This design comes from an exercise in tuning for small area, a short achievable clock period and few clock cycles on the open sky130 flow, not from production work. Function was checked by simulation only, so behaviour that the tests miss may differ from the original.

==> flow/design.v, too long to show whole: its modules and the start of the top module <==
// module gcx_enc: 1258 lines
module gcx_enc (
    input  wire        clk,
    input  wire        rst,         
    input  wire        in_valid,
    output wire        in_ready,
    input  wire [15:0] in_data,
    input  wire        in_key,
    input  wire        in_last,
    output wire        out_valid,
    input  wire        out_ready,
    output wire [31:0] out_data,
    output wire        out_last,
    output wire        done,
    output wire [31:0] hash,
    output wire [31:0] lcg
);
  // ...
==> flow/run.sh <==
#!/bin/bash
# synth_recipe.tcl (not shown) runs the flow's synth.tcl, then flattens the netlist and writes it again
# the make line also repeats each setting of config.mk as NAME=value (left out here)
make -C /OpenROAD-flow-scripts/flow DESIGN_CONFIG=/design/flow/config.mk WORK_HOME=/design/flow/orfs CLKGATE_MAP_FILE= SYNTH_SCRIPT=/design/flow/synth_recipe.tcl finish
==> flow/config.mk <==
export PLATFORM = sky130hd
export DESIGN_NAME = gcx_enc
export DESIGN_NICKNAME = gcx_enc
export VERILOG_FILES = /design/flow/design.v
export SDC_FILE = /design/flow/constraint.sdc
export NUM_CORES = 4
export LEC_CHECK = 0
export CAP_MARGIN = 20
export CORE_MARGIN = 2
export CORE_UTILIZATION = 40
export SLEW_MARGIN = 20
==> flow/constraint.sdc <==
create_clock -name core_clock -period 36.0 [get_ports {clk}]
set_input_delay 7.2000 -clock core_clock [delete_from_list [all_inputs] [get_ports {clk}]]
set_output_delay 7.2000 -clock core_clock [all_outputs]
set_load 0.01 [all_outputs]
==> impl_summary.txt, run 1 <==
----------------------------------------------------
[Run status]
  Result of the run ... complete, no violations

[Global route]
  Met2 usage ... 0.407

[Clocking]
  Level count of the clock H-tree ... 3
  Clock latency reported for the late side of the worst-skew pair ... 0.38 ns
  Hold buffers post-CTS ... 0
  # clock sinks ... 86

[Final layout]
  Net count of the finished layout ... 2,839
  Inverters, non-clock ... 452
  Final Non-Filler Cells ... 2,952
  Post-synthesis to final-layout area growth ... 10.3%
  Count of sequential standard cells ... 86

[Min path]
  Worst hold path startpoint ... sbuf[5]
  Hold path cells ... 2

[Synth]
  Flip-flop cell with the highest count after synthesis ... edfxtp_1
  Most used standard cell by instance count after synthesis ... inv_1
  Largest area contributor in the netlist ... fa_1
  Count of state elements after synthesis ... 86

[STA]
  Worst clock skew on the final layout ... 0.0154 ns
  Setup TNS ... 0 ns
  Tightest Pin Transition ... 1.10 ns
  Clock period minus final worst setup slack ... 10.88 ns
  Unrepaired setup endpoints after global routing ... no
  Worst hold-check slack ... 0.480 ns

[Floorplanning]
  Die Outline Area ... 50,200 µm²
  # Taps ... 615
  Die width ... 224 µm

[Place]
  Routability congestion estimate from global placement ... 0.932
  Number of port buffers ... 114

[Drt]
  Topmost layer with routed signal wires ... met4
  First DRT Iteration DRCs ... 1,036

[Setup path]
  Count of buffering cells on the critical path with inverters included ... 1
  Cell type of the slowest stage on the worst timing path ... nor2_1

[Job]
  MaxCap Viol Count ... 0

----------------------------------------------------
Testbench counts, summed over its fixed seeds: cycles 13,038.
==> run 2: changes to the inputs <==
--- a/flow/design.v
+++ b/flow/design.v
@@ -149,68 +149,76 @@
         input [2:0] d;
         r9 = R9_TBL[d * 12 +: 12];
     endfunction
     localparam [47:0] R10_TBL = 48'b000111001110101010110010010101011001000000000000;
     function [11:0] r10;
         input [1:0] d;
         r10 = R10_TBL[d * 12 +: 12];
     endfunction
-    localparam [143:0] CA_TBL = 144'b110001110101011000101010101101110000100011100110001000011100011110100000010101010110111000001110001111010000000111000111101000000000000000000000;
+    localparam [287:0] CA_TBL = 288'b111000111000011000110001110000110000101010101001001000100011100001100000011100011001111000010101010010010000001110001010101000000111000011000000110001110101011000101010101101110000100011100110001000011100011110100000010101010110111000001110001111010000000111000111101000000000000000000000;
     function [17:0] ca;
-        input [2:0] d;
+        input [3:0] d;
         ca = CA_TBL[d * 18 +: 18];
     endfunction
     localparam [119:0] CB_TBL = 120'b110001110101011101010101101110100011100110001011100011110100010101010110111001110001111010000111000111101000000000000000;
     function [14:0] cb;
         input [2:0] d;
         cb = CB_TBL[d * 15 +: 15];
     endfunction
+    localparam [31:0] E0_TBL = 32'b01010110010100010101001001010001;
+    function [7:0] e0;
+        input [1:0] d;
+        e0 = E0_TBL[d * 8 +: 8];
+    endfunction
+    localparam [255:0] E1_TBL = 256'b0100000101000110010000010100010101000001010001010100000101000101011101110011000101110111001100000111011100110000011101110011000001110111001100010111011100110000011101110011000001110111001100000101000101010110010100010101010101010001010101010101000101010101;
+    function [7:0] e1;
+        input [4:0] d;
+        e1 = E1_TBL[d * 8 +: 8];
+    endfunction
+    localparam [511:0] E2_TBL = 512'b01010010010100100101001001010010010011100100111001001110010011100110010001100100011001000110010001000110010001100100011001000110010100010101000101010001010100010100110101001101010011010100110101100011011000110110001101100011010001010100010101000101010001010011110100111101001111010011110100111101001111010011110100111101001111010011110100111101001111010011110100111101001111010011110100111101001111010011110100111101001111010011110100111101001111010011110100111101001111010011110100111101001111010011110100111101;
+    function [7:0] e2;
+        input [5:0] d;
+        e2 = E2_TBL[d * 8 +: 8];
+    endfunction
+    localparam [63:0] E3_TBL = 64'b0101010101000100010010000100001000111101001111010011110100111101;
+    function [7:0] e3;
+        input [2:0] d;
+        e3 = E3_TBL[d * 8 +: 8];
+    endfunction
     function ge15;
         input [14:0] y;
         input [14:0] k;
         integer i;
         reg bw;
         begin
             bw = 1'b0;
             for (i = 0; i < 15; i = i + 1)
                 bw = (~y[i] & k[i]) | (~(y[i] ^ k[i]) & bw);
             ge15 = ~bw;
         end
     endfunction
-    function [7:0] sym_char;
-        input [1:0] sym;
-        case (sym)
-            2'd0: sym_char = 8'h41;    
-            2'd1: sym_char = 8'h47;    
-            2'd2: sym_char = 8'h43;    
-            default: sym_char = 8'h54;  
-        endcase
-    endfunction
-    function [7:0] b64_char;
-        input [5:0] v;
-        if (v < 6'd26)      b64_char = 8'h41 + {2'b00, v};           
-        else if (v < 6'd52) b64_char = 8'h61 + {2'b00, v} - 8'd26;   
-        else if (v < 6'd62) b64_char = 8'h30 + {2'b00, v} - 8'd52;   
-        else if (v == 6'd62) b64_char = 8'h2B;                       
-        else                b64_char = 8'h2F;                        
-    endfunction
     reg  [31:0] h;           
     reg         hclr;        
+    reg  [15:0] u;           
+    reg         uv;          
+    reg         uf;          
+    reg         seedp;       
     reg  [14:0] Y;           
     reg  [5:0]  z;           
+    reg  [2:0]  qY;          
     reg         conv;        
+    reg         np1, np;     
     reg  [13:0] sbuf;        
     reg  [2:0]  L;           
     reg         inpay;       
     reg         lastin;      
     reg         rdy;
     reg         ov;          
-    reg  [5:0]  osym;        
-    reg  [1:0]  ocnt;        
+    reg  [31:0] odat;        
     reg         olast;
     reg         dn;
     wire fire  = in_valid & rdy;
     wire fkey  = fire & in_key;
     wire fbyte = fire & ~in_key;
     wire adv   = ~ov | out_ready;
     wire [11:0] a1_0 = t1_0(Y[2:0]);
     wire [11:0] a1_1 = t1_1(Y[5:3]);
@@ -343,18 +351,18 @@
     wire u1_123 = 1'b0 & u1_121;
     wire u1_124 = u1_103 ? u1_114 : u1_104;
     wire u1_125 = u1_103 ? u1_116 : u1_106;
     wire u1_126 = u1_103 ? u1_118 : u1_108;
     wire u1_127 = u1_103 ? u1_120 : u1_110;
     wire u1_128 = u1_103 ? u1_122 : u1_112;
     wire u1_129 = u1_103 ? u1_123 : u1_113;
     wire [14:0] y1 = {u1_128, u1_127, u1_126, u1_125, u1_124, u1_102, u1_101, u1_100, u1_99, u1_98, u1_76, u1_74, u1_72, u1_48, u1_24};
-    wire [2:0]  n1 = {2'd0, ge15(y1, 15'd3645)} + {2'd0, ge15(y1, 15'd7290)} +
-                      {2'd0, ge15(y1, 15'd10935)} + {2'd0, ge15(y1, 15'd14580)};
+    wire [4:1]  g1 = {ge15(y1, 15'd14580), ge15(y1, 15'd10935), ge15(y1, 15'd7290), ge15(y1, 15'd3645)};
+    wire [2:0]  n1 = g1[4] ? 3'd4 : g1[3] ? 3'd3 : g1[2] ? 3'd2 : {2'd0, g1[1]};
     wire [5:0]  z1 = zn1(z);
     wire [5:0]  w1 = wn1(z);
     wire b1_0 = w1[0] ^ ~y1[0] ^ 1'b1;
     wire b1_1 = (w1[0] & ~y1[0]) | (w1[0] & 1'b1) | (~y1[0] & 1'b1);
     wire b1_2 = w1[2] ^ ~y1[2] ^ ~y1[0];
     wire b1_3 = (w1[2] & ~y1[2]) | (w1[2] & ~y1[0]) | (~y1[2] & ~y1[0]);
     wire b1_4 = w1[3] ^ ~y1[3] ^ ~y1[1];
     wire b1_5 = (w1[3] & ~y1[3]) | (w1[3] & ~y1[1]) | (~y1[3] & ~y1[1]);
@@ -372,18 +380,19 @@
     wire b1_17 = (b1_11 & b1_2) | (b1_11 & 1'b1) | (b1_2 & 1'b1);
     wire b1_18 = b1_17 ^ b1_3 ^ b1_4;
     wire b1_19 = (b1_17 & b1_3) | (b1_17 & b1_4) | (b1_3 & b1_4);
     wire b1_20 = b1_19 ^ b1_12 ^ 1'b1;
     wire b1_21 = (b1_19 & b1_12) | (b1_19 & 1'b1) | (b1_12 & 1'b1);
     wire b1_22 = b1_21 ^ b1_13 ^ b1_14;
     wire b1_23 = (b1_21 & b1_13) | (b1_21 & b1_14) | (b1_13 & b1_14);
     wire [5:0] bt1 = {b1_22, b1_20, b1_18, b1_16, b1_10, b1_0};
-    wire [5:0]  t1 = bt1 + {3'd0, n1};           
-    wire [1:0]  k1 = t1[5:4];                        
+    wire        cy1 = (g1[1] & (bt1[3:0] == 4'd15)) | (g1[2] & (bt1[3:0] >= 4'd14)) |
+                       (g1[3] & (bt1[3:0] >= 4'd13)) | (g1[4] & (bt1[3:0] >= 4'd12));
+    wire [1:0]  k1 = {bt1[5] ^ (bt1[4] & cy1), bt1[4] ^ cy1};
     wire [11:0] a2_0 = t2_0(Y[2:0]);
     wire [11:0] a2_1 = t2_1(Y[5:3]);
     wire [11:0] a2_2 = t2_2(Y[8:6]);
     wire [11:0] a2_3 = t2_3(Y[11:9]);
     wire [11:0] a2_4 = t2_4(Y[14:12]);
     wire u2_0 = a2_0[0] ^ a2_1[0] ^ a2_2[0];
     wire u2_1 = (a2_0[0] & a2_1[0]) | (a2_0[0] & a2_2[0]) | (a2_1[0] & a2_2[0]);
     wire u2_2 = a2_0[1] ^ a2_1[1] ^ a2_2[1];
@@ -510,18 +519,18 @@
     wire u2_123 = 1'b0 & u2_121;
     wire u2_124 = u2_103 ? u2_114 : u2_104;
     wire u2_125 = u2_103 ? u2_116 : u2_106;
     wire u2_126 = u2_103 ? u2_118 : u2_108;
     wire u2_127 = u2_103 ? u2_120 : u2_110;
     wire u2_128 = u2_103 ? u2_122 : u2_112;
     wire u2_129 = u2_103 ? u2_123 : u2_113;
     wire [14:0] y2 = {u2_128, u2_127, u2_126, u2_125, u2_124, u2_102, u2_101, u2_100, u2_99, u2_98, u2_76, u2_74, u2_72, u2_48, u2_24};
-    wire [2:0]  n2 = {2'd0, ge15(y2, 15'd3645)} + {2'd0, ge15(y2, 15'd7290)} +
-                      {2'd0, ge15(y2, 15'd10935)} + {2'd0, ge15(y2, 15'd14580)};
+    wire [4:1]  g2 = {ge15(y2, 15'd14580), ge15(y2, 15'd10935), ge15(y2, 15'd7290), ge15(y2, 15'd3645)};
+    wire [2:0]  n2 = g2[4] ? 3'd4 : g2[3] ? 3'd3 : g2[2] ? 3'd2 : {2'd0, g2[1]};
     wire [5:0]  z2 = zn2(z);
     wire [5:0]  w2 = wn2(z);
     wire b2_0 = w2[0] ^ ~y2[0] ^ 1'b1;
     wire b2_1 = (w2[0] & ~y2[0]) | (w2[0] & 1'b1) | (~y2[0] & 1'b1);
     wire b2_2 = w2[2] ^ ~y2[2] ^ ~y2[0];
     wire b2_3 = (w2[2] & ~y2[2]) | (w2[2] & ~y2[0]) | (~y2[2] & ~y2[0]);
     wire b2_4 = w2[3] ^ ~y2[3] ^ ~y2[1];
     wire b2_5 = (w2[3] & ~y2[3]) | (w2[3] & ~y2[1]) | (~y2[3] & ~y2[1]);
@@ -539,18 +548,19 @@
     wire b2_17 = (b2_11 & b2_2) | (b2_11 & 1'b1) | (b2_2 & 1'b1);
     wire b2_18 = b2_17 ^ b2_3 ^ b2_4;
     wire b2_19 = (b2_17 & b2_3) | (b2_17 & b2_4) | (b2_3 & b2_4);
     wire b2_20 = b2_19 ^ b2_12 ^ 1'b1;
     wire b2_21 = (b2_19 & b2_12) | (b2_19 & 1'b1) | (b2_12 & 1'b1);
     wire b2_22 = b2_21 ^ b2_13 ^ b2_14;
     wire b2_23 = (b2_21 & b2_13) | (b2_21 & b2_14) | (b2_13 & b2_14);
     wire [5:0] bt2 = {b2_22, b2_20, b2_18, b2_16, b2_10, b2_0};
-    wire [5:0]  t2 = bt2 + {3'd0, n2};           
-    wire [1:0]  k2 = t2[5:4];                        
+    wire        cy2 = (g2[1] & (bt2[3:0] == 4'd15)) | (g2[2] & (bt2[3:0] >= 4'd14)) |
+                       (g2[3] & (bt2[3:0] >= 4'd13)) | (g2[4] & (bt2[3:0] >= 4'd12));
+    wire [1:0]  k2 = {bt2[5] ^ (bt2[4] & cy2), bt2[4] ^ cy2};
     wire [11:0] a3_0 = t3_0(Y[2:0]);
     wire [11:0] a3_1 = t3_1(Y[5:3]);
     wire [11:0] a3_2 = t3_2(Y[8:6]);
     wire [11:0] a3_3 = t3_3(Y[11:9]);
     wire [11:0] a3_4 = t3_4(Y[14:12]);
     wire u3_0 = a3_0[0] ^ a3_1[0] ^ a3_2[0];
     wire u3_1 = (a3_0[0] & a3_1[0]) | (a3_0[0] & a3_2[0]) | (a3_1[0] & a3_2[0]);
     wire u3_2 = a3_0[1] ^ a3_1[1] ^ a3_2[1];
@@ -677,18 +687,18 @@
     wire u3_123 = 1'b0 & u3_121;
     wire u3_124 = u3_103 ? u3_114 : u3_104;
     wire u3_125 = u3_103 ? u3_116 : u3_106;
     wire u3_126 = u3_103 ? u3_118 : u3_108;
     wire u3_127 = u3_103 ? u3_120 : u3_110;
     wire u3_128 = u3_103 ? u3_122 : u3_112;
     wire u3_129 = u3_103 ? u3_123 : u3_113;
     wire [14:0] y3 = {u3_128, u3_127, u3_126, u3_125, u3_124, u3_102, u3_101, u3_100, u3_99, u3_98, u3_76, u3_74, u3_72, u3_48, u3_24};
-    wire [2:0]  n3 = {2'd0, ge15(y3, 15'd3645)} + {2'd0, ge15(y3, 15'd7290)} +
-                      {2'd0, ge15(y3, 15'd10935)} + {2'd0, ge15(y3, 15'd14580)};
+    wire [4:1]  g3 = {ge15(y3, 15'd14580), ge15(y3, 15'd10935), ge15(y3, 15'd7290), ge15(y3, 15'd3645)};
+    wire [2:0]  n3 = g3[4] ? 3'd4 : g3[3] ? 3'd3 : g3[2] ? 3'd2 : {2'd0, g3[1]};
     wire [5:0]  z3 = zn3(z);
     wire [5:0]  w3 = wn3(z);
     wire b3_0 = w3[0] ^ ~y3[0] ^ 1'b1;
     wire b3_1 = (w3[0] & ~y3[0]) | (w3[0] & 1'b1) | (~y3[0] & 1'b1);
     wire b3_2 = w3[2] ^ ~y3[2] ^ ~y3[0];
     wire b3_3 = (w3[2] & ~y3[2]) | (w3[2] & ~y3[0]) | (~y3[2] & ~y3[0]);
     wire b3_4 = w3[3] ^ ~y3[3] ^ ~y3[1];
     wire b3_5 = (w3[3] & ~y3[3]) | (w3[3] & ~y3[1]) | (~y3[3] & ~y3[1]);
@@ -706,18 +716,19 @@
     wire b3_17 = (b3_11 & b3_2) | (b3_11 & 1'b1) | (b3_2 & 1'b1);
     wire b3_18 = b3_17 ^ b3_3 ^ b3_4;
     wire b3_19 = (b3_17 & b3_3) | (b3_17 & b3_4) | (b3_3 & b3_4);
     wire b3_20 = b3_19 ^ b3_12 ^ 1'b1;
     wire b3_21 = (b3_19 & b3_12) | (b3_19 & 1'b1) | (b3_12 & 1'b1);
     wire b3_22 = b3_21 ^ b3_13 ^ b3_14;
     wire b3_23 = (b3_21 & b3_13) | (b3_21 & b3_14) | (b3_13 & b3_14);
     wire [5:0] bt3 = {b3_22, b3_20, b3_18, b3_16, b3_10, b3_0};
-    wire [5:0]  t3 = bt3 + {3'd0, n3};           
-    wire [1:0]  k3 = t3[5:4];                        
+    wire        cy3 = (g3[1] & (bt3[3:0] == 4'd15)) | (g3[2] & (bt3[3:0] >= 4'd14)) |
+                       (g3[3] & (bt3[3:0] >= 4'd13)) | (g3[4] & (bt3[3:0] >= 4'd12));
+    wire [1:0]  k3 = {bt3[5] ^ (bt3[4] & cy3), bt3[4] ^ cy3};
     wire [11:0] sd4 = r4(h[14:12]);
     wire [11:0] sd5 = r5(h[17:15]);
     wire [11:0] sd6 = r6(h[20:18]);
     wire [11:0] sd7 = r7(h[23:21]);
     wire [11:0] sd8 = r8(h[26:24]);
     wire [11:0] sd9 = r9(h[29:27]);
     wire [11:0] sd10 = r10(h[31:30]);
     wire sd_0 = h[0] ^ sd4[0] ^ sd5[0];
@@ -955,17 +966,18 @@
     wire cv_29 = cv_15 & cv_16;
     wire cv_30 = cv_17 ^ cv_18 ^ cv_29;
     wire cv_31 = (cv_17 & cv_18) | (cv_17 & cv_29) | (cv_18 & cv_29);
     wire cv_32 = cv_24 ^ cv_31;
     wire cv_33 = cv_24 & cv_31;
     wire cv_34 = cv_25 ^ cv_26 ^ cv_33;
     wire cv_35 = (cv_25 & cv_26) | (cv_25 & cv_33) | (cv_26 & cv_33);
     wire [5:0] tc = {cv_34, cv_32, cv_30, cv_28, cv_14, cv_0};
-    wire [17:0] cva = ca(tc[5:3]);
+    wire [6:0]  tq = {1'b0, tc} + {4'd0, qY};
+    wire [17:0] cva = ca({tq[6], tc[5:3]});
     wire [14:0] cvb = cb(tc[2:0]);
     wire cx_0 = Y[0] ^ cva[0] ^ cvb[0];
     wire cx_1 = (Y[0] & cva[0]) | (Y[0] & cvb[0]) | (cva[0] & cvb[0]);
     wire cx_2 = Y[1] ^ cva[1] ^ cvb[1];
     wire cx_3 = (Y[1] & cva[1]) | (Y[1] & cvb[1]) | (cva[1] & cvb[1]);
     wire cx_4 = Y[2] ^ cva[2] ^ cvb[2];
     wire cx_5 = (Y[2] & cva[2]) | (Y[2] & cvb[2]) | (cva[2] & cvb[2]);
     wire cx_6 = Y[3] ^ cva[3] ^ cvb[3];
@@ -987,272 +999,248 @@
     wire cx_22 = Y[11] ^ cva[11] ^ cvb[11];
     wire cx_23 = (Y[11] & cva[11]) | (Y[11] & cvb[11]) | (cva[11] & cvb[11]);
     wire cx_24 = Y[12] ^ cva[12] ^ cvb[12];
     wire cx_25 = (Y[12] & cva[12]) | (Y[12] & cvb[12]) | (cva[12] & cvb[12]);
     wire cx_26 = Y[13] ^ cva[13] ^ cvb[13];
     wire cx_27 = (Y[13] & cva[13]) | (Y[13] & cvb[13]) | (cva[13] & cvb[13]);
     wire cx_28 = Y[14] ^ cva[14] ^ cvb[14];
     wire cx_29 = (Y[14] & cva[14]) | (Y[14] & cvb[14]) | (cva[14] & cvb[14]);
-    wire cx_30 = cx_1 ^ cx_2;
-    wire cx_31 = cx_1 & cx_2;
-    wire cx_32 = cx_3 ^ cx_4 ^ cx_31;
-    wire cx_33 = (cx_3 & cx_4) | (cx_3 & cx_31) | (cx_4 & cx_31);
-    wire cx_34 = cx_5 ^ cx_6 ^ cx_33;
-    wire cx_35 = (cx_5 & cx_6) | (cx_5 & cx_33) | (cx_6 & cx_33);
-    wire cx_36 = cx_7 ^ cx_8 ^ cx_35;
-    wire cx_37 = (cx_7 & cx_8) | (cx_7 & cx_35) | (cx_8 & cx_35);
-    wire cx_38 = cx_9 ^ cx_10 ^ cx_37;
-    wire cx_39 = (cx_9 & cx_10) | (cx_9 & cx_37) | (cx_10 & cx_37);
-    wire cx_40 = cx_11 ^ cx_12;
-    wire cx_41 = cx_11 & cx_12;
-    wire cx_42 = cx_13 ^ cx_14 ^ cx_41;
-    wire cx_43 = (cx_13 & cx_14) | (cx_13 & cx_41) | (cx_14 & cx_41);
-    wire cx_44 = cx_15 ^ cx_16 ^ cx_43;
-    wire cx_45 = (cx_15 & cx_16) | (cx_15 & cx_43) | (cx_16 & cx_43);
-    wire cx_46 = cx_17 ^ cx_18 ^ cx_45;
-    wire cx_47 = (cx_17 & cx_18) | (cx_17 & cx_45) | (cx_18 & cx_45);
-    wire cx_48 = cx_19 ^ cx_20 ^ cx_47;
-    wire cx_49 = (cx_19 & cx_20) | (cx_19 & cx_47) | (cx_20 & cx_47);
-    wire cx_50 = cx_21 ^ cx_22 ^ cx_49;
-    wire cx_51 = (cx_21 & cx_22) | (cx_21 & cx_49) | (cx_22 & cx_49);
-    wire cx_52 = cx_11 ^ cx_12 ^ 1'b1;
-    wire cx_53 = (cx_11 & cx_12) | (cx_11 & 1'b1) | (cx_12 & 1'b1);
-    wire cx_54 = cx_13 ^ cx_14 ^ cx_53;
-    wire cx_55 = (cx_13 & cx_14) | (cx_13 & cx_53) | (cx_14 & cx_53);
-    wire cx_56 = cx_15 ^ cx_16 ^ cx_55;
-    wire cx_57 = (cx_15 & cx_16) | (cx_15 & cx_55) | (cx_16 & cx_55);
-    wire cx_58 = cx_17 ^ cx_18 ^ cx_57;
-    wire cx_59 = (cx_17 & cx_18) | (cx_17 & cx_57) | (cx_18 & cx_57);
-    wire cx_60 = cx_19 ^ cx_20 ^ cx_59;
-    wire cx_61 = (cx_19 & cx_20) | (cx_19 & cx_59) | (cx_20 & cx_59);
-    wire cx_62 = cx_21 ^ cx_22 ^ cx_61;
-    wire cx_63 = (cx_21 & cx_22) | (cx_21 & cx_61) | (cx_22 & cx_61);
-    wire cx_64 = cx_39 ? cx_52 : cx_40;
-    wire cx_65 = cx_39 ? cx_54 : cx_42;
-    wire cx_66 = cx_39 ? cx_56 : cx_44;
-    wire cx_67 = cx_39 ? cx_58 : cx_46;
-    wire cx_68 = cx_39 ? cx_60 : cx_48;
-    wire cx_69 = cx_39 ? cx_62 : cx_50;
-    wire cx_70 = cx_39 ? cx_63 : cx_51;
-    wire cx_71 = cx_23 ^ cx_24;
-    wire cx_72 = cx_23 & cx_24;
-    wire cx_73 = cx_25 ^ cx_26 ^ cx_72;
-    wire cx_74 = (cx_25 & cx_26) | (cx_25 & cx_72) | (cx_26 & cx_72);
-    wire cx_75 = cx_27 ^ cx_28 ^ cx_74;
-    wire cx_76 = (cx_27 & cx_28) | (cx_27 & cx_74) | (cx_28 & cx_74);
-    wire cx_77 = cx_29 ^ cva[15] ^ cx_76;
-    wire cx_78 = (cx_29 & cva[15]) | (cx_29 & cx_76) | (cva[15] & cx_76);
-    wire cx_79 = cva[16] ^ cx_78;
-    wire cx_80 = cva[16] & cx_78;
-    wire cx_81 = cva[17] ^ cx_80;
-    wire cx_82 = cva[17] & cx_80;
-    wire cx_83 = cx_23 ^ cx_24 ^ 1'b1;
-    wire cx_84 = (cx_23 & cx_24) | (cx_23 & 1'b1) | (cx_24 & 1'b1);
-    wire cx_85 = cx_25 ^ cx_26 ^ cx_84;
-    wire cx_86 = (cx_25 & cx_26) | (cx_25 & cx_84) | (cx_26 & cx_84);
-    wire cx_87 = cx_27 ^ cx_28 ^ cx_86;
-    wire cx_88 = (cx_27 & cx_28) | (cx_27 & cx_86) | (cx_28 & cx_86);
-    wire cx_89 = cx_29 ^ cva[15] ^ cx_88;
-    wire cx_90 = (cx_29 & cva[15]) | (cx_29 & cx_88) | (cva[15] & cx_88);
-    wire cx_91 = cva[16] ^ cx_90;
-    wire cx_92 = cva[16] & cx_90;
-    wire cx_93 = cva[17] ^ cx_92;
-    wire cx_94 = cva[17] & cx_92;
-    wire cx_95 = cx_70 ? cx_83 : cx_71;
-    wire cx_96 = cx_70 ? cx_85 : cx_73;
-    wire cx_97 = cx_70 ? cx_87 : cx_75;
-    wire cx_98 = cx_70 ? cx_89 : cx_77;
-    wire cx_99 = cx_70 ? cx_91 : cx_79;
-    wire cx_100 = cx_70 ? cx_93 : cx_81;
-    wire cx_101 = cx_70 ? cx_94 : cx_82;
-    wire [17:0] cx = {cx_100, cx_99, cx_98, cx_97, cx_96, cx_95, cx_69, cx_68, cx_67, cx_66, cx_65, cx_64, cx_38, cx_36, cx_34, cx_32, cx_30, cx_0};
-    wire cy_0 = Y[0] ^ cva[0] ^ cvb[0];
-    wire cy_1 = (Y[0] & cva[0]) | (Y[0] & cvb[0]) | (cva[0] & cvb[0]);
-    wire cy_2 = Y[1] ^ cva[1] ^ cvb[1];
-    wire cy_3 = (Y[1] & cva[1]) | (Y[1] & cvb[1]) | (cva[1] & cvb[1]);
-    wire cy_4 = Y[2] ^ cva[2] ^ cvb[2];
-    wire cy_5 = (Y[2] & cva[2]) | (Y[2] & cvb[2]) | (cva[2] & cvb[2]);
-    wire cy_6 = Y[3] ^ cva[3] ^ cvb[3];
-    wire cy_7 = (Y[3] & cva[3]) | (Y[3] & cvb[3]) | (cva[3] & cvb[3]);
-    wire cy_8 = Y[4] ^ cva[4] ^ cvb[4];
-    wire cy_9 = (Y[4] & cva[4]) | (Y[4] & cvb[4]) | (cva[4] & cvb[4]);
-    wire cy_10 = Y[5] ^ cva[5] ^ cvb[5];
-    wire cy_11 = (Y[5] & cva[5]) | (Y[5] & cvb[5]) | (cva[5] & cvb[5]);
-    wire cy_12 = Y[6] ^ cva[6] ^ cvb[6];
-    wire cy_13 = (Y[6] & cva[6]) | (Y[6] & cvb[6]) | (cva[6] & cvb[6]);
-    wire cy_14 = Y[7] ^ cva[7] ^ cvb[7];
-    wire cy_15 = (Y[7] & cva[7]) | (Y[7] & cvb[7]) | (cva[7] & cvb[7]);
-    wire cy_16 = Y[8] ^ cva[8] ^ cvb[8];
-    wire cy_17 = (Y[8] & cva[8]) | (Y[8] & cvb[8]) | (cva[8] & cvb[8]);
-    wire cy_18 = Y[9] ^ cva[9] ^ cvb[9];
-    wire cy_19 = (Y[9] & cva[9]) | (Y[9] & cvb[9]) | (cva[9] & cvb[9]);
-    wire cy_20 = Y[10] ^ cva[10] ^ cvb[10];
-    wire cy_21 = (Y[10] & cva[10]) | (Y[10] & cvb[10]) | (cva[10] & cvb[10]);
-    wire cy_22 = Y[11] ^ cva[11] ^ cvb[11];
-    wire cy_23 = (Y[11] & cva[11]) | (Y[11] & cvb[11]) | (cva[11] & cvb[11]);
-    wire cy_24 = Y[12] ^ cva[12] ^ cvb[12];
-    wire cy_25 = (Y[12] & cva[12]) | (Y[12] & cvb[12]) | (cva[12] & cvb[12]);
-    wire cy_26 = Y[13] ^ cva[13] ^ cvb[13];
-    wire cy_27 = (Y[13] & cva[13]) | (Y[13] & cvb[13]) | (cva[13] & cvb[13]);
-    wire cy_28 = Y[14] ^ cva[14] ^ cvb[14];
-    wire cy_29 = (Y[14] & cva[14]) | (Y[14] & cvb[14]) | (cva[14] & cvb[14]);
-    wire cy_30 = cy_11 ^ cy_12 ^ 1'b1;
-    wire cy_31 = (cy_11 & cy_12) | (cy_11 & 1'b1) | (cy_12 & 1'b1);
-    wire cy_32 = cy_13 ^ cy_14 ^ 1'b1;
-    wire cy_33 = (cy_13 & cy_14) | (cy_13 & 1'b1) | (cy_14 & 1'b1);
-    wire cy_34 = cy_23 ^ cy_24 ^ 1'b1;
-    wire cy_35 = (cy_23 & cy_24) | (cy_23 & 1'b1) | (cy_24 & 1'b1);
-    wire cy_36 = cy_25 ^ cy_26 ^ 1'b1;
-    wire cy_37 = (cy_25 & cy_26) | (cy_25 & 1'b1) | (cy_26 & 1'b1);
-    wire cy_38 = cy_27 ^ cy_28 ^ 1'b1;
-    wire cy_39 = (cy_27 & cy_28) | (cy_27 & 1'b1) | (cy_28 & 1'b1);
-    wire cy_40 = cy_33 ^ cy_15 ^ cy_16;
-    wire cy_41 = (cy_33 & cy_15) | (cy_33 & cy_16) | (cy_15 & cy_16);
-    wire cy_42 = cy_39 ^ cy_29 ^ cva[15];
-    wire cy_43 = (cy_39 & cy_29) | (cy_39 & cva[15]) | (cy_29 & cva[15]);
-    wire cy_44 = cy_41 ^ cy_17 ^ cy_18;
-    wire cy_45 = (cy_41 & cy_17) | (cy_41 & cy_18) | (cy_17 & cy_18);
-    wire cy_46 = cy_45 ^ cy_19 ^ cy_20;
-    wire cy_47 = (cy_45 & cy_19) | (cy_45 & cy_20) | (cy_19 & cy_20);
-    wire cy_48 = cy_47 ^ cy_21 ^ cy_22;
-    wire cy_49 = (cy_47 & cy_21) | (cy_47 & cy_22) | (cy_21 & cy_22);
-    wire cy_50 = cy_1 ^ cy_2;
-    wire cy_51 = cy_1 & cy_2;
-    wire cy_52 = cy_3 ^ cy_4 ^ cy_51;
-    wire cy_53 = (cy_3 & cy_4) | (cy_3 & cy_51) | (cy_4 & cy_51);
-    wire cy_54 = cy_5 ^ cy_6 ^ cy_53;
-    wire cy_55 = (cy_5 & cy_6) | (cy_5 & cy_53) | (cy_6 & cy_53);
-    wire cy_56 = cy_7 ^ cy_8 ^ cy_55;
-    wire cy_57 = (cy_7 & cy_8) | (cy_7 & cy_55) | (cy_8 & cy_55);
-    wire cy_58 = cy_9 ^ cy_10 ^ cy_57;
-    wire cy_59 = (cy_9 & cy_10) | (cy_9 & cy_57) | (cy_10 & cy_57);
-    wire cy_60 = cy_31 ^ cy_32;
-    wire cy_61 = cy_31 & cy_32;
-    wire cy_62 = cy_40 ^ cy_61;
-    wire cy_63 = cy_40 & cy_61;
-    wire cy_64 = cy_44 ^ cy_63;
-    wire cy_65 = cy_44 & cy_63;
-    wire cy_66 = cy_46 ^ cy_65;
-    wire cy_67 = cy_46 & cy_65;
-    wire cy_68 = cy_48 ^ cy_67;
-    wire cy_69 = cy_48 & cy_67;
-    wire cy_70 = cy_30 ^ 1'b1;
-    wire cy_71 = cy_30 & 1'b1;
-    wire cy_72 = cy_31 ^ cy_32 ^ cy_71;
-    wire cy_73 = (cy_31 & cy_32) | (cy_31 & cy_71) | (cy_32 & cy_71);
-    wire cy_74 = cy_40 ^ cy_73;
-    wire cy_75 = cy_40 & cy_73;
-    wire cy_76 = cy_44 ^ cy_75;
-    wire cy_77 = cy_44 & cy_75;
-    wire cy_78 = cy_46 ^ cy_77;
-    wire cy_79 = cy_46 & cy_77;
-    wire cy_80 = cy_48 ^ cy_79;
-    wire cy_81 = cy_48 & cy_79;
-    wire cy_82 = cy_59 ? cy_70 : cy_30;
-    wire cy_83 = cy_59 ? cy_72 : cy_60;
-    wire cy_84 = cy_59 ? cy_74 : cy_62;
-    wire cy_85 = cy_59 ? cy_76 : cy_64;
-    wire cy_86 = cy_59 ? cy_78 : cy_66;
-    wire cy_87 = cy_59 ? cy_80 : cy_68;
-    wire cy_88 = cy_59 ? cy_81 : cy_69;
-    wire cy_89 = cy_49 ^ cy_34;
-    wire cy_90 = cy_49 & cy_34;
-    wire cy_91 = cy_35 ^ cy_36 ^ cy_90;
-    wire cy_92 = (cy_35 & cy_36) | (cy_35 & cy_90) | (cy_36 & cy_90);
-    wire cy_93 = cy_37 ^ cy_38 ^ cy_92;
-    wire cy_94 = (cy_37 & cy_38) | (cy_37 & cy_92) | (cy_38 & cy_92);
-    wire cy_95 = cy_42 ^ cy_94;
-    wire cy_96 = cy_42 & cy_94;
-    wire cy_97 = cy_43 ^ cva[16] ^ cy_96;
-    wire cy_98 = (cy_43 & cva[16]) | (cy_43 & cy_96) | (cva[16] & cy_96);
-    wire cy_99 = cva[17] ^ cy_98;
-    wire cy_100 = cva[17] & cy_98;
-    wire cy_101 = cy_49 ^ cy_34 ^ 1'b1;
-    wire cy_102 = (cy_49 & cy_34) | (cy_49 & 1'b1) | (cy_34 & 1'b1);
-    wire cy_103 = cy_35 ^ cy_36 ^ cy_102;
-    wire cy_104 = (cy_35 & cy_36) | (cy_35 & cy_102) | (cy_36 & cy_102);
-    wire cy_105 = cy_37 ^ cy_38 ^ cy_104;
-    wire cy_106 = (cy_37 & cy_38) | (cy_37 & cy_104) | (cy_38 & cy_104);
-    wire cy_107 = cy_42 ^ cy_106;
-    wire cy_108 = cy_42 & cy_106;
-    wire cy_109 = cy_43 ^ cva[16] ^ cy_108;
-    wire cy_110 = (cy_43 & cva[16]) | (cy_43 & cy_108) | (cva[16] & cy_108);
-    wire cy_111 = cva[17] ^ cy_110;
-    wire cy_112 = cva[17] & cy_110;
-    wire cy_113 = cy_88 ? cy_101 : cy_89;
-    wire cy_114 = cy_88 ? cy_103 : cy_91;
-    wire cy_115 = cy_88 ? cy_105 : cy_93;
-    wire cy_116 = cy_88 ? cy_107 : cy_95;
-    wire cy_117 = cy_88 ? cy_109 : cy_97;
-    wire cy_118 = cy_88 ? cy_111 : cy_99;
-    wire cy_119 = cy_88 ? cy_112 : cy_100;
-    wire cy_120 = 1'b0 ^ 1'b1;
-    wire cy_121 = 1'b0 & 1'b1;
-    wire cy_122 = cy_119 ? cy_120 : 1'b0;
-    wire cy_123 = cy_119 ? cy_121 : 1'b0;
-    wire [18:0] cy = {cy_122, cy_118, cy_117, cy_116, cy_115, cy_114, cy_113, cy_87, cy_86, cy_85, cy_84, cy_83, cy_82, cy_58, cy_56, cy_54, cy_52, cy_50, cy_0};
-    wire [17:0] sc = cy[18] ? cy[17:0] : cx;
+    wire [17:0] cx0 = {cva[17], cva[16], cx_29, cx_27, cx_25, cx_23, cx_21, cx_19, cx_17, cx_15, cx_13, cx_11, cx_9, cx_7, cx_5, cx_3, cx_1, cx_0};
+    wire [17:0] cx1 = {1'b0, 1'b0, cva[15], cx_28, cx_26, cx_24, cx_22, cx_20, cx_18, cx_16, cx_14, cx_12, cx_10, cx_8, cx_6, cx_4, cx_2, 1'b0};
+    wire [17:0] sc = cx0 + cx1;
     wire [21:0] qv = {sbuf, 8'd0} | ({in_data[7:0], 14'd0} >> {L[1:0], 1'b0});
     wire [21:0] qe = fbyte ? qv : {sbuf, 8'd0};
     wire [3:0]  T  = {1'b0, L} + (fbyte ? 4'd4 : 4'd0);
-    wire        lastE = lastin | (fbyte & in_last);
-    wire        beat  = adv & inpay & ((T >= 4'd3) | (lastE & (T != 4'd0)));
-    wire [1:0]  c     = (T >= 4'd3) ? 2'd3 : T[1:0];
-    wire [3:0]  Ln    = beat ? T - {2'd0, c} : T;
-    wire        lastn = ~dn & lastE;
-    wire        dnn   = (ov & out_ready & olast) | (fkey & in_last);
-    wire [31:0] hb = (hclr | dn) ? 32'd0 : h;
+    wire        full = L[2] | (L[1] & L[0]);
+    wire [1:0]  c    = (lastin & ~full) ? L[1:0] : 2'd3;
+    wire        beat = adv & inpay & (full | fbyte | (lastin & (L != 3'd0)));
+    wire [3:0]  Ln   = beat ? T - {2'd0, c} : T;
+    wire        lastn = (fbyte & in_last) | (lastin & ~dn);
+    wire        np1n  = fkey & in_last;
+    wire        npn   = np1 | (np & ~dn);
+    wire        dnn   = (ov & out_ready & olast) | (np & ~dn);
+    wire [31:0] hb = uf ? 32'd0 : h;
+    wire hm_0 = ~hb[0] ^ u[0] ^ 1'b1;
+    wire hm_1 = (~hb[0] & u[0]) | (~hb[0] & 1'b1) | (u[0] & 1'b1);
+    wire hm_2 = hb[0] ^ ~hb[5] ^ u[5];
+    wire hm_3 = (hb[0] & ~hb[5]) | (hb[0] & u[5]) | (~hb[5] & u[5]);
+    wire hm_4 = hb[1] ^ ~hb[6] ^ u[6];
+    wire hm_5 = (hb[1] & ~hb[6]) | (hb[1] & u[6]) | (~hb[6] & u[6]);
+    wire hm_6 = hb[2] ^ ~hb[7] ^ u[7];
+    wire hm_7 = (hb[2] & ~hb[7]) | (hb[2] & u[7]) | (~hb[7] & u[7]);
+    wire hm_8 = hb[3] ^ ~hb[8] ^ u[8];
+    wire hm_9 = (hb[3] & ~hb[8]) | (hb[3] & u[8]) | (~hb[8] & u[8]);
+    wire hm_10 = hb[4] ^ ~hb[9] ^ u[9];
+    wire hm_11 = (hb[4] & ~hb[9]) | (hb[4] & u[9]) | (~hb[9] & u[9]);
+    wire hm_12 = hb[5] ^ ~hb[10] ^ u[10];
+    wire hm_13 = (hb[5] & ~hb[10]) | (hb[5] & u[10]) | (~hb[10] & u[10]);
+    wire hm_14 = hb[6] ^ ~hb[11] ^ u[11];
+    wire hm_15 = (hb[6] & ~hb[11]) | (hb[6] & u[11]) | (~hb[11] & u[11]);
+    wire hm_16 = hb[7] ^ ~hb[12] ^ u[12];
+    wire hm_17 = (hb[7] & ~hb[12]) | (hb[7] & u[12]) | (~hb[12] & u[12]);
+    wire hm_18 = hb[8] ^ ~hb[13] ^ u[13];
+    wire hm_19 = (hb[8] & ~hb[13]) | (hb[8] & u[13]) | (~hb[13] & u[13]);
+    wire hm_20 = hb[9] ^ ~hb[14] ^ u[14];
+    wire hm_21 = (hb[9] & ~hb[14]) | (hb[9] & u[14]) | (~hb[14] & u[14]);
+    wire hm_22 = hb[10] ^ ~hb[15] ^ u[15];
+    wire hm_23 = (hb[10] & ~hb[15]) | (hb[10] & u[15]) | (~hb[15] & u[15]);
+    wire hm_24 = hm_1 ^ ~hb[1] ^ u[1];
+    wire hm_25 = (hm_1 & ~hb[1]) | (hm_1 & u[1]) | (~hb[1] & u[1]);
+    wire hm_26 = hm_23 ^ hb[11] ^ ~hb[16];
+    wire hm_27 = (hm_23 & hb[11]) | (hm_23 & ~hb[16]) | (hb[11] & ~hb[16]);
+    wire hm_28 = hm_25 ^ ~hb[2] ^ u[2];
+    wire hm_29 = (hm_25 & ~hb[2]) | (hm_25 & u[2]) | (~hb[2] & u[2]);
+    wire hm_30 = hm_27 ^ hb[12] ^ ~hb[17];
+    wire hm_31 = (hm_27 & hb[12]) | (hm_27 & ~hb[17]) | (hb[12] & ~hb[17]);
+    wire hm_32 = hm_29 ^ ~hb[3] ^ u[3];
+    wire hm_33 = (hm_29 & ~hb[3]) | (hm_29 & u[3]) | (~hb[3] & u[3]);
+    wire hm_34 = hm_31 ^ hb[13] ^ ~hb[18];
+    wire hm_35 = (hm_31 & hb[13]) | (hm_31 & ~hb[18]) | (hb[13] & ~hb[18]);
+    wire hm_36 = hm_33 ^ ~hb[4] ^ u[4];
+    wire hm_37 = (hm_33 & ~hb[4]) | (hm_33 & u[4]) | (~hb[4] & u[4]);
+    wire hm_38 = hm_35 ^ hb[14] ^ ~hb[19];
+    wire hm_39 = (hm_35 & hb[14]) | (hm_35 & ~hb[19]) | (hb[14] & ~hb[19]);
+    wire hm_40 = hm_39 ^ hb[15] ^ ~hb[20];
+    wire hm_41 = (hm_39 & hb[15]) | (hm_39 & ~hb[20]) | (hb[15] & ~hb[20]);
+    wire hm_42 = hm_41 ^ hb[16] ^ ~hb[21];
+    wire hm_43 = (hm_41 & hb[16]) | (hm_41 & ~hb[21]) | (hb[16] & ~hb[21]);
+    wire hm_44 = hm_43 ^ hb[17] ^ ~hb[22];
+    wire hm_45 = (hm_43 & hb[17]) | (hm_43 & ~hb[22]) | (hb[17] & ~hb[22]);
+    wire hm_46 = hm_45 ^ hb[18] ^ ~hb[23];
+    wire hm_47 = (hm_45 & hb[18]) | (hm_45 & ~hb[23]) | (hb[18] & ~hb[23]);
+    wire hm_48 = hm_47 ^ hb[19] ^ ~hb[24];
+    wire hm_49 = (hm_47 & hb[19]) | (hm_47 & ~hb[24]) | (hb[19] & ~hb[24]);
+    wire hm_50 = hm_49 ^ hb[20] ^ ~hb[25];
+    wire hm_51 = (hm_49 & hb[20]) | (hm_49 & ~hb[25]) | (hb[20] & ~hb[25]);
+    wire hm_52 = hm_51 ^ hb[21] ^ ~hb[26];
+    wire hm_53 = (hm_51 & hb[21]) | (hm_51 & ~hb[26]) | (hb[21] & ~hb[26]);
+    wire hm_54 = hm_53 ^ hb[22] ^ ~hb[27];
+    wire hm_55 = (hm_53 & hb[22]) | (hm_53 & ~hb[27]) | (hb[22] & ~hb[27]);
+    wire hm_56 = hm_55 ^ hb[23] ^ ~hb[28];
+    wire hm_57 = (hm_55 & hb[23]) | (hm_55 & ~hb[28]) | (hb[23] & ~hb[28]);
+    wire hm_58 = hm_57 ^ hb[24] ^ ~hb[29];
+    wire hm_59 = (hm_57 & hb[24]) | (hm_57 & ~hb[29]) | (hb[24] & ~hb[29]);
+    wire hm_60 = hm_59 ^ hb[25] ^ ~hb[30];
+    wire hm_61 = (hm_59 & hb[25]) | (hm_59 & ~hb[30]) | (hb[25] & ~hb[30]);
+    wire hm_62 = hm_61 ^ hb[26] ^ ~hb[31];
+    wire hm_63 = (hm_61 & hb[26]) | (hm_61 & ~hb[31]) | (hb[26] & ~hb[31]);
+    wire hm_64 = hm_37 ^ hm_2;
+    wire hm_65 = hm_37 & hm_2;
+    wire hm_66 = hm_3 ^ hm_4 ^ hm_65;
+    wire hm_67 = (hm_3 & hm_4) | (hm_3 & hm_65) | (hm_4 & hm_65);
+    wire hm_68 = hm_5 ^ hm_6 ^ hm_67;
+    wire hm_69 = (hm_5 & hm_6) | (hm_5 & hm_67) | (hm_6 & hm_67);
+    wire hm_70 = hm_7 ^ hm_8;
+    wire hm_71 = hm_7 & hm_8;
+    wire hm_72 = hm_9 ^ hm_10 ^ hm_71;
+    wire hm_73 = (hm_9 & hm_10) | (hm_9 & hm_71) | (hm_10 & hm_71);
+    wire hm_74 = hm_11 ^ hm_12 ^ hm_73;
+    wire hm_75 = (hm_11 & hm_12) | (hm_11 & hm_73) | (hm_12 & hm_73);
+    wire hm_76 = hm_13 ^ hm_14 ^ hm_75;
+    wire hm_77 = (hm_13 & hm_14) | (hm_13 & hm_75) | (hm_14 & hm_75);
+    wire hm_78 = hm_15 ^ hm_16 ^ hm_77;
+    wire hm_79 = (hm_15 & hm_16) | (hm_15 & hm_77) | (hm_16 & hm_77);
+    wire hm_80 = hm_17 ^ hm_18 ^ hm_79;
+    wire hm_81 = (hm_17 & hm_18) | (hm_17 & hm_79) | (hm_18 & hm_79);
+    wire hm_82 = hm_19 ^ hm_20 ^ hm_81;
+    wire hm_83 = (hm_19 & hm_20) | (hm_19 & hm_81) | (hm_20 & hm_81);
+    wire hm_84 = hm_21 ^ hm_22 ^ hm_83;
+    wire hm_85 = (hm_21 & hm_22) | (hm_21 & hm_83) | (hm_22 & hm_83);
+    wire hm_86 = hm_7 ^ hm_8 ^ 1'b1;
+    wire hm_87 = (hm_7 & hm_8) | (hm_7 & 1'b1) | (hm_8 & 1'b1);
+    wire hm_88 = hm_9 ^ hm_10 ^ hm_87;
+    wire hm_89 = (hm_9 & hm_10) | (hm_9 & hm_87) | (hm_10 & hm_87);
+    wire hm_90 = hm_11 ^ hm_12 ^ hm_89;
+    wire hm_91 = (hm_11 & hm_12) | (hm_11 & hm_89) | (hm_12 & hm_89);
+    wire hm_92 = hm_13 ^ hm_14 ^ hm_91;
+    wire hm_93 = (hm_13 & hm_14) | (hm_13 & hm_91) | (hm_14 & hm_91);
+    wire hm_94 = hm_15 ^ hm_16 ^ hm_93;
+    wire hm_95 = (hm_15 & hm_16) | (hm_15 & hm_93) | (hm_16 & hm_93);
+    wire hm_96 = hm_17 ^ hm_18 ^ hm_95;
+    wire hm_97 = (hm_17 & hm_18) | (hm_17 & hm_95) | (hm_18 & hm_95);
+    wire hm_98 = hm_19 ^ hm_20 ^ hm_97;
+    wire hm_99 = (hm_19 & hm_20) | (hm_19 & hm_97) | (hm_20 & hm_97);
+    wire hm_100 = hm_21 ^ hm_22 ^ hm_99;
+    wire hm_101 = (hm_21 & hm_22) | (hm_21 & hm_99) | (hm_22 & hm_99);
+    wire hm_102 = hm_69 ? hm_86 : hm_70;
+    wire hm_103 = hm_69 ? hm_88 : hm_72;
+    wire hm_104 = hm_69 ? hm_90 : hm_74;
+    wire hm_105 = hm_69 ? hm_92 : hm_76;
+    wire hm_106 = hm_69 ? hm_94 : hm_78;
+    wire hm_107 = hm_69 ? hm_96 : hm_80;
+    wire hm_108 = hm_69 ? hm_98 : hm_82;
+    wire hm_109 = hm_69 ? hm_100 : hm_84;
+    wire hm_110 = hm_69 ? hm_101 : hm_85;
+    wire hm_111 = hm_26 ^ 1'b1;
+    wire hm_112 = hm_26 & 1'b1;
+    wire hm_113 = hm_30 ^ hm_112;
+    wire hm_114 = hm_30 & hm_112;
+    wire hm_115 = hm_34 ^ hm_114;
+    wire hm_116 = hm_34 & hm_114;
+    wire hm_117 = hm_38 ^ hm_116;
+    wire hm_118 = hm_38 & hm_116;
+    wire hm_119 = hm_40 ^ hm_118;
+    wire hm_120 = hm_40 & hm_118;
+    wire hm_121 = hm_42 ^ hm_120;
+    wire hm_122 = hm_42 & hm_120;
+    wire hm_123 = hm_44 ^ hm_122;
+    wire hm_124 = hm_44 & hm_122;
+    wire hm_125 = hm_46 ^ hm_124;
+    wire hm_126 = hm_46 & hm_124;
+    wire hm_127 = hm_110 ? hm_111 : hm_26;
+    wire hm_128 = hm_110 ? hm_113 : hm_30;
+    wire hm_129 = hm_110 ? hm_115 : hm_34;
+    wire hm_130 = hm_110 ? hm_117 : hm_38;
+    wire hm_131 = hm_110 ? hm_119 : hm_40;
+    wire hm_132 = hm_110 ? hm_121 : hm_42;
+    wire hm_133 = hm_110 ? hm_123 : hm_44;
+    wire hm_134 = hm_110 ? hm_125 : hm_46;
+    wire hm_135 = hm_110 ? hm_126 : 1'b0;
+    wire hm_136 = hm_48 ^ 1'b1;
+    wire hm_137 = hm_48 & 1'b1;
+    wire hm_138 = hm_50 ^ hm_137;
+    wire hm_139 = hm_50 & hm_137;
+    wire hm_140 = hm_52 ^ hm_139;
+    wire hm_141 = hm_52 & hm_139;
+    wire hm_142 = hm_54 ^ hm_141;
+    wire hm_143 = hm_54 & hm_141;
+    wire hm_144 = hm_56 ^ hm_143;
+    wire hm_145 = hm_56 & hm_143;
+    wire hm_146 = hm_58 ^ hm_145;
+    wire hm_147 = hm_58 & hm_145;
+    wire hm_148 = hm_60 ^ hm_147;
+    wire hm_149 = hm_60 & hm_147;
+    wire hm_150 = hm_62 ^ hm_149;
+    wire hm_151 = hm_62 & hm_149;
+    wire hm_152 = hm_135 ? hm_136 : hm_48;
+    wire hm_153 = hm_135 ? hm_138 : hm_50;
+    wire hm_154 = hm_135 ? hm_140 : hm_52;
+    wire hm_155 = hm_135 ? hm_142 : hm_54;
+    wire hm_156 = hm_135 ? hm_144 : hm_56;
+    wire hm_157 = hm_135 ? hm_146 : hm_58;
+    wire hm_158 = hm_135 ? hm_148 : hm_60;
+    wire hm_159 = hm_135 ? hm_150 : hm_62;
+    wire hm_160 = hm_135 ? hm_151 : 1'b0;
+    wire [31:0] hn = {hm_159, hm_158, hm_157, hm_156, hm_155, hm_154, hm_153, hm_152, hm_134, hm_133, hm_132, hm_131, hm_130, hm_129, hm_128, hm_127, hm_109, hm_108, hm_107, hm_106, hm_105, hm_104, hm_103, hm_102, hm_68, hm_66, hm_64, hm_36, hm_32, hm_28, hm_24, hm_0};
+    wire [5:0] cs = qe[21:16] ^ {k1, k2, k3};
+    wire [7:0] q0 = e0(cs[5:4]);
+    wire [7:0] q1 = e1({cs[5:2], c == 2'd1});
+    wire [7:0] q2 = e2({c, cs[3:0]});
+    wire [7:0] q3 = e3({c == 2'd3, cs[1:0]});
     always @(posedge clk) begin
-        if (fkey)
-            h <= {hb[26:0], 5'd0} - hb + {16'd0, in_data};
-        if (fbyte & ~inpay) begin
+        u <= in_data;
+        if (uv)
+            h <= hn;
+        if (conv | np) begin
+            Y[11:0] <= np ? h[17:6] : sc[17:6];
+            z <= np ? h[5:0] : sc[5:0];
+        end else if (seedp) begin
             Y <= seedY;
             z <= h[5:0];
         end else if (beat) begin
-            Y <= (c == 2'd3) ? y3 : (c == 2'd2) ? y2 : y1;
-            z <= (c == 2'd3) ? z3 : (c == 2'd2) ? z2 : z1;
-        end else if (conv) begin
-            Y[11:0] <= sc[17:6];
-            z <= sc[5:0];
+            Y  <= (c == 2'd3) ? y3 : (c == 2'd2) ? y2 : y1;
+            z  <= (c == 2'd3) ? z3 : (c == 2'd2) ? z2 : z1;
+            qY <= (c == 2'd3) ? n3 : (c == 2'd2) ? n2 : n1;
         end
         if (beat) begin
-            osym  <= qe[21:16] ^ {k1, k2, k3};
-            ocnt  <= c;
-            olast <= lastE & (T <= 4'd3);
+            odat  <= {q3, q2, q1, q0};
+            olast <= lastin & ~L[2];
         end
         if (rst) begin
             hclr   <= 1'b1;
             sbuf   <= 14'd0;
             L      <= 3'd0;
             inpay  <= 1'b0;
             lastin <= 1'b0;
+            np1    <= 1'b0;
+            np     <= 1'b0;
+            uv     <= 1'b0;
+            seedp  <= 1'b0;
             rdy    <= 1'b1;
             ov     <= 1'b0;
             dn     <= 1'b0;
             conv   <= 1'b0;
         end else begin
             hclr   <= ~fkey & (hclr | dn);
+            uv     <= fkey;
+            uf     <= fkey & (hclr | dn);
+            seedp  <= fbyte & ~inpay & ~seedp;
             sbuf   <= beat ? qe[15:2] : qe[21:8];
             L      <= Ln[2:0];
-            inpay  <= ~dn & (inpay | fbyte);
+            inpay  <= seedp | (inpay & ~dn);
             lastin <= lastn;
-            rdy    <= dnn | (~lastn & (Ln <= 4'd3));
+            np1    <= np1n;
+            np     <= npn;
+            rdy    <= dnn | (~lastn & ~np1n & ~npn & (Ln <= 4'd3));
             ov     <= beat | (ov & ~out_ready);
             dn     <= dnn;
-            conv   <= beat & lastE & (T <= 4'd3);
+            conv   <= beat & lastin & ~L[2];
         end
     end
-    wire [7:0] ch0 = sym_char(osym[5:4]);
-    wire [7:0] ch1 = (ocnt == 2'd1) ? 8'd0 : sym_char(osym[3:2]);
-    wire [7:0] ch2 = (ocnt != 2'd3) ? 8'd0 : sym_char(osym[1:0]);
-    wire [7:0] q0 = b64_char(ch0[7:2]);
-    wire [7:0] q1 = b64_char({ch0[1:0], ch1[7:4]});
-    wire [7:0] q2 = (ocnt == 2'd1) ? 8'h3D : b64_char({ch1[3:0], ch2[7:6]});
-    wire [7:0] q3 = (ocnt != 2'd3) ? 8'h3D : b64_char(ch2[5:0]);
-    assign out_data  = {q3, q2, q1, q0};
+    assign out_data  = odat;
     assign out_valid = ov;
     assign out_last  = olast;
     assign in_ready  = rdy;
     assign done      = dn;
     assign hash      = h;
-    assign lcg       = inpay ? {14'd0, Y[11:0], z} : h;
+    assign lcg       = {h[31:18] & {14{np}}, Y[11:0], z};
 endmodule
==> flow/config.mk (replaced) <==
export PLATFORM = sky130hd
export DESIGN_NAME = gcx_enc
export DESIGN_NICKNAME = gcx_enc
export VERILOG_FILES = /design/flow/design.v
export SDC_FILE = /design/flow/constraint.sdc
export NUM_CORES = 4
export LEC_CHECK = 0
export CAP_MARGIN = 50
export CORE_MARGIN = 2
export CORE_UTILIZATION = 40
export SLEW_MARGIN = 85
==> run 2 against run 1 <==
  * Fmax fell by 3.7%
  * Largest cell class unchanged
  * Die area rose by 0.22%
  * Synthesized cell count fell by 5.9%
  * Global-route usage rose by 0.72 points
  * Highest routed layer unchanged
  * Wire length rose by 5.1%
  * Critical endpoint is now Y[8]
  * Setup slack got worse by 0.42 ns
  * Flip-flop and latch count rose by 38
  * Still clean on timing, DRC and antenna
==> impl_summary.txt, run 2 <==
----------------------------------------------------
[Final layout]
  Final Non-Filler Cells ... 3,129 (was 2,952)
  Layout cells sized above 1 ... 0.270 (was 0.0342)
  Number of fillers in the final layout ... 4,158 (was 4,647)
  Biggest regs ... h: 32 flops, odat: 22 flops, u: 16 flops (was h: 32 flops, Y: 15 flops, sbuf: 14 flops)
  Antenna diode count ... 0 (was 1)
  Largest register FFs ... 32 (unchanged)
  Most common library cell in the layout ignoring fill and taps ... inv_1 (unchanged)
  Most frequent cells in the layout ... inv_1 (370), fa_1 (229), clkdlybuf4s50_1 (155), ha_1 (146), buf_1 (127) (was inv_1 (445), ha_1 (247), fa_1 (239), nand2_1 (180), nor2_1 (148))
  Largest register by flop count ... h (unchanged)
  Net count of the finished layout ... 2,958 (was 2,839)
  Post-synthesis to final-layout area growth ... 36.0% (was 10.3%)

[Drt]
  Final routed wire length divided by cell count ... 19.7 µm (was 19.9 µm)
  Met2 routed WL ... 30.2 mm (was 28.1 mm)
  Number of iterations in the first detailed-routing pass ... 5 (was 6)
  WL met3 ... 2.83 mm (was 3.44 mm)
  Topmost layer with routed signal wires ... met4 (unchanged)
  Antenna Violating Nets Remaining ... 0 (unchanged)
  Vias ... 16,600 (was 15,800)
  First DRT Iteration DRCs ... 1,051 (was 1,036)
  Final Routed Wirelength ... 61.6 mm (was 58.7 mm)
  Routed vias/inst ... 5.31 (was 5.36)
  Wl on met1 ... 26.9 mm (was 24.9 mm)
  Residual DRC ... 0 (unchanged)

[Synth]
  Cell types with the largest area share after synthesis ... fa_1 (25%), edfxtp_1 (12%), ha_1 (12%) (was fa_1 (25%), ha_1 (16%), edfxtp_1 (9.6%))
  Share of Yosys cell area claimed by the top area cell type ... 0.253 (was 0.247)
  Async SR Flop Fraction ... 0 (unchanged)
  Average cell area after synthesis ... 9.10 µm² (was 8.55 µm²)
  Number of distinct standard cells referenced by the synthesized netlist ... 94 (was 78)
  Flip-flop cell with the highest count after synthesis ... edfxtp_1 (unchanged)
  Number of flops mapped to enable cells by yosys ... 80 (was 62)
  Count of state elements after synthesis ... 124 (was 86)
  Largest area contributor in the netlist ... fa_1 (unchanged)
  Gate count of the mapped netlist ... 2,134 (was 2,267)
  Syn. warnings ... 1 (unchanged)
  Portion of the post-synthesis area used by sequential elements ... 0.169 (was 0.121)
  Top cell types by occurrence after synthesis ... inv_1 (400), fa_1 (245), ha_1 (190), nand2_1 (138), nor2_1 (132) (was inv_1 (445), ha_1 (247), fa_1 (239), nand2_1 (180), nor2_1 (149))
  Most used standard cell by instance count after synthesis ... inv_1 (unchanged)
  Summed instance area of the synthesized netlist ... 19,400 µm² (about the same)

[Global route]
  Wire length of the first global-routing pass ... 96.1 mm (was 92.2 mm)
  Maximum number of pins on one net before global-route repair ... 33 (was 49)
  Number of global-route vias before repair ... 17,400 (was 16,200)
  Antenna violations before repair ... 0 (was 1)
  Total overflow reported by the global router ... 0 (unchanged)
  Aggregate global-route resource usage ... 0.246 (was 0.239)

[Min path]
  Worst Hold Path EP ... sbuf[2] (was sbuf[5])
  Hold path cells ... 2 (unchanged)
  Worst hold path startpoint ... sbuf[2] (was sbuf[5])
  Worst hold path type ... reg -> reg (unchanged)

[Floorplanning]
  Die span in y ... 224 µm (about the same)
  Die width ... 224 µm (about the same)
  Row count ... 80 (unchanged)
  Die Outline Area ... 50,300 µm² (was 50,200 µm²)
  Initial Utilization ... 0.406 (about the same)
  I/O pin count ... 122 (unchanged)
  Floorplan core area ... 47,800 µm² (was 47,700 µm²)

[Place]
  Placed wire-length estimate ... 51.4 mm (was 49.5 mm)
  Number of port buffers ... 112 (was 114)
  Routability congestion estimate from global placement ... 0.932 (about the same)
  Number of placed cells counting well taps ... 3,074 (was 2,935)

[Setup path]
  Most numerous cell on the critical path ... clkdlybuf4s50_1
  Critical path data required time ... 36.18 ns (was 36.10 ns)
  Count of buffering cells on the critical path with inverters included ... 18 (was 1)
  Slack of the worst reg-to-reg path ... 24.70 ns (was 26.46 ns)
  Critical path type ... reg -> reg (was in -> reg)
  Largest incremental delay on the critical path ... 0.53 ns (was 0.72 ns)
  Cell type of the slowest stage on the worst timing path ... fa_1 (was nor2_1)
  Arrival @ worst endpoint ... 11.48 ns (was 10.98 ns)
  Type of element capturing the critical path ... flop (unchanged)
  Length in cells of the worst reg-to-reg path ... 36 (was 33)
  Critical Path Start Type ... flop (was input port)
  Crit Reg-Reg Startpoint ... z[1] (was z[2])
  Largest fanout of any net on the critical path ... 20 (was 19)
  Gate family responsible for the most delay along the worst path ... buffers and inverters (was simple AND/OR/NAND/NOR gates)
  Worst reg2reg path endpoint ... Y[8] (was Y[10])

[Job]
  MaxCap Viol Count ... 0 (unchanged)

[Run status]
  Result of the run ... complete, no violations (unchanged)

[Clocking]
  Number of buffers added by the clock tree synthesis step ... 17 (was 9)
  Clock latency reported for the late side of the worst-skew pair ... 0.43 ns (was 0.38 ns)
  Hold buffers post-CTS ... 0 (unchanged)
  Register clock-pin slew on the reported worst setup and hold paths ... 0.07 ns (was 0.08 ns)
  Buffer type at the clock tree root ... clkbuf_16 (unchanged)
  Level count of the clock H-tree ... 4 (was 3)
  CTS tree ... yes (unchanged)
  # clock sinks ... 124 (was 86)
  Buffers from clock root to sink, at most ... 2 (unchanged)
  Setup repair bufs after CTS ... 0 (unchanged)
  Resize count post-CTS ... 0 (unchanged)

[STA]
  Setup TNS ... 0 ns (unchanged)
  Count of final setup violators ... 0 (unchanged)
  Unrepaired setup endpoints after global routing ... no (unchanged)
  Worst clock skew on the final layout ... 0.0133 ns (was 0.0154 ns)
  Endpoints failing hold ... 0 (unchanged)
  Worst hold-check slack ... 0.494 ns (was 0.480 ns)
  Maximum frequency from static timing analysis ... 88.5 MHz (was 91.9 MHz)
  Clock period minus final worst setup slack ... 11.30 ns (was 10.88 ns)
  Final worst path period share ... 0.314 (was 0.302)
  Fin. max-slew vios ... 0 (unchanged)

----------------------------------------------------
run 2: logic make-up (layout without fill, tap and decap cells):
group	after synthesis	in the layout	share of synthesized area
buf+inv	497	870	0.101
compound gates	408	408	0.140
simple gates	480	480	0.120
flops	124	124	0.169
mux	66	66	0.0393
xor+xnor	121	121	0.0546
other cells	2	9	0.000387
fa+ha+maj	436	436	0.375
run 2: tightest hold or removal path: stages (launching register included):
cell	delay (ns)
dfxtp_1	0.33
a31oi_2	0.05
nor2_1	0.09
run 2: final cells by class:
| class | count | area (µm²) | share of cell area |
|---|---|---|---|
| timing repair buffer | 431 | 3240 | 0.123 |
| multi-input combinational | 1520 | 16900 | 0.641 |
| inverter | 407 | 1600 | 0.0606 |
| sequential | 124 | 3290 | 0.125 |
| clock inverter | 15 | 149 | 0.00564 |
| clock buffer | 17 | 425 | 0.0161 |
| tap | 615 | 769 | 0.0291 |
run 2: metal layers:
layer / vias to the layer above / track usage
met2: 479 / 0.412
met3: 90 / 0.0323
met5: - / 0
li1: 7738 / -
met1: 8315 / 0.332
met4: 0 / 0.0754
run 2: worst max-delay path by stage:
stage	cells after the start	startpoint	to
2_1_floorplan	7	in_valid	Y[0]
3_3_place_gp	7	in_valid	Y[2]
3_5_place_dp	40	Y[9]	odat[27]
4_1_cts	40	Y[9]	odat[27]
5_1_grt	36	z[1]	Y[8]
6_report	36	z[1]	Y[8]
run 2: per-stage QoR:
step	setup slack (ns)	utilization	instance area [µm²]
after global placement	25.87	0.440	21000
after CTS	25.47	0.532	25500
after detailed placement	25.54	0.520	24900
after global routing	24.27	0.552	26400
after floorplan	26.80	-	19400
final	24.70	0.552	26400
Testbench counts of run 2, summed over its fixed seeds: cycles 13,294.

-- port drivers added, routing unchanged --
The results above use ideal ports. As a check the final layouts listed here were re-extracted and re-timed, cells and wires unchanged. Step 1: set_driving_cell puts a clkbuf_16 on clk and a buf_2 on each other input, an assumption about the parent block. Step 2 moves the port delays by t, midway between the first and last clock arrival at a register: inputs arrive t later, outputs are due t later. That takes back most of the time a late clock gives input paths. Slacks: ideal / step 1 / step 2; pairs: ideal / step 1.
run	shift t [ns]	slack for setup (ns)	clock arrival spread, ns
run 1	0.424	25.119 / 25.144 / 24.719	0.015 / 0.015
run 2	0.474	24.698 / 24.698 / 24.698	0.013 / 0.013
After both steps setup and hold are still met in every run listed. The setup slack of run 1, which loses most, moves by +0.025 ns with the drivers and by -0.400 ns with both steps.
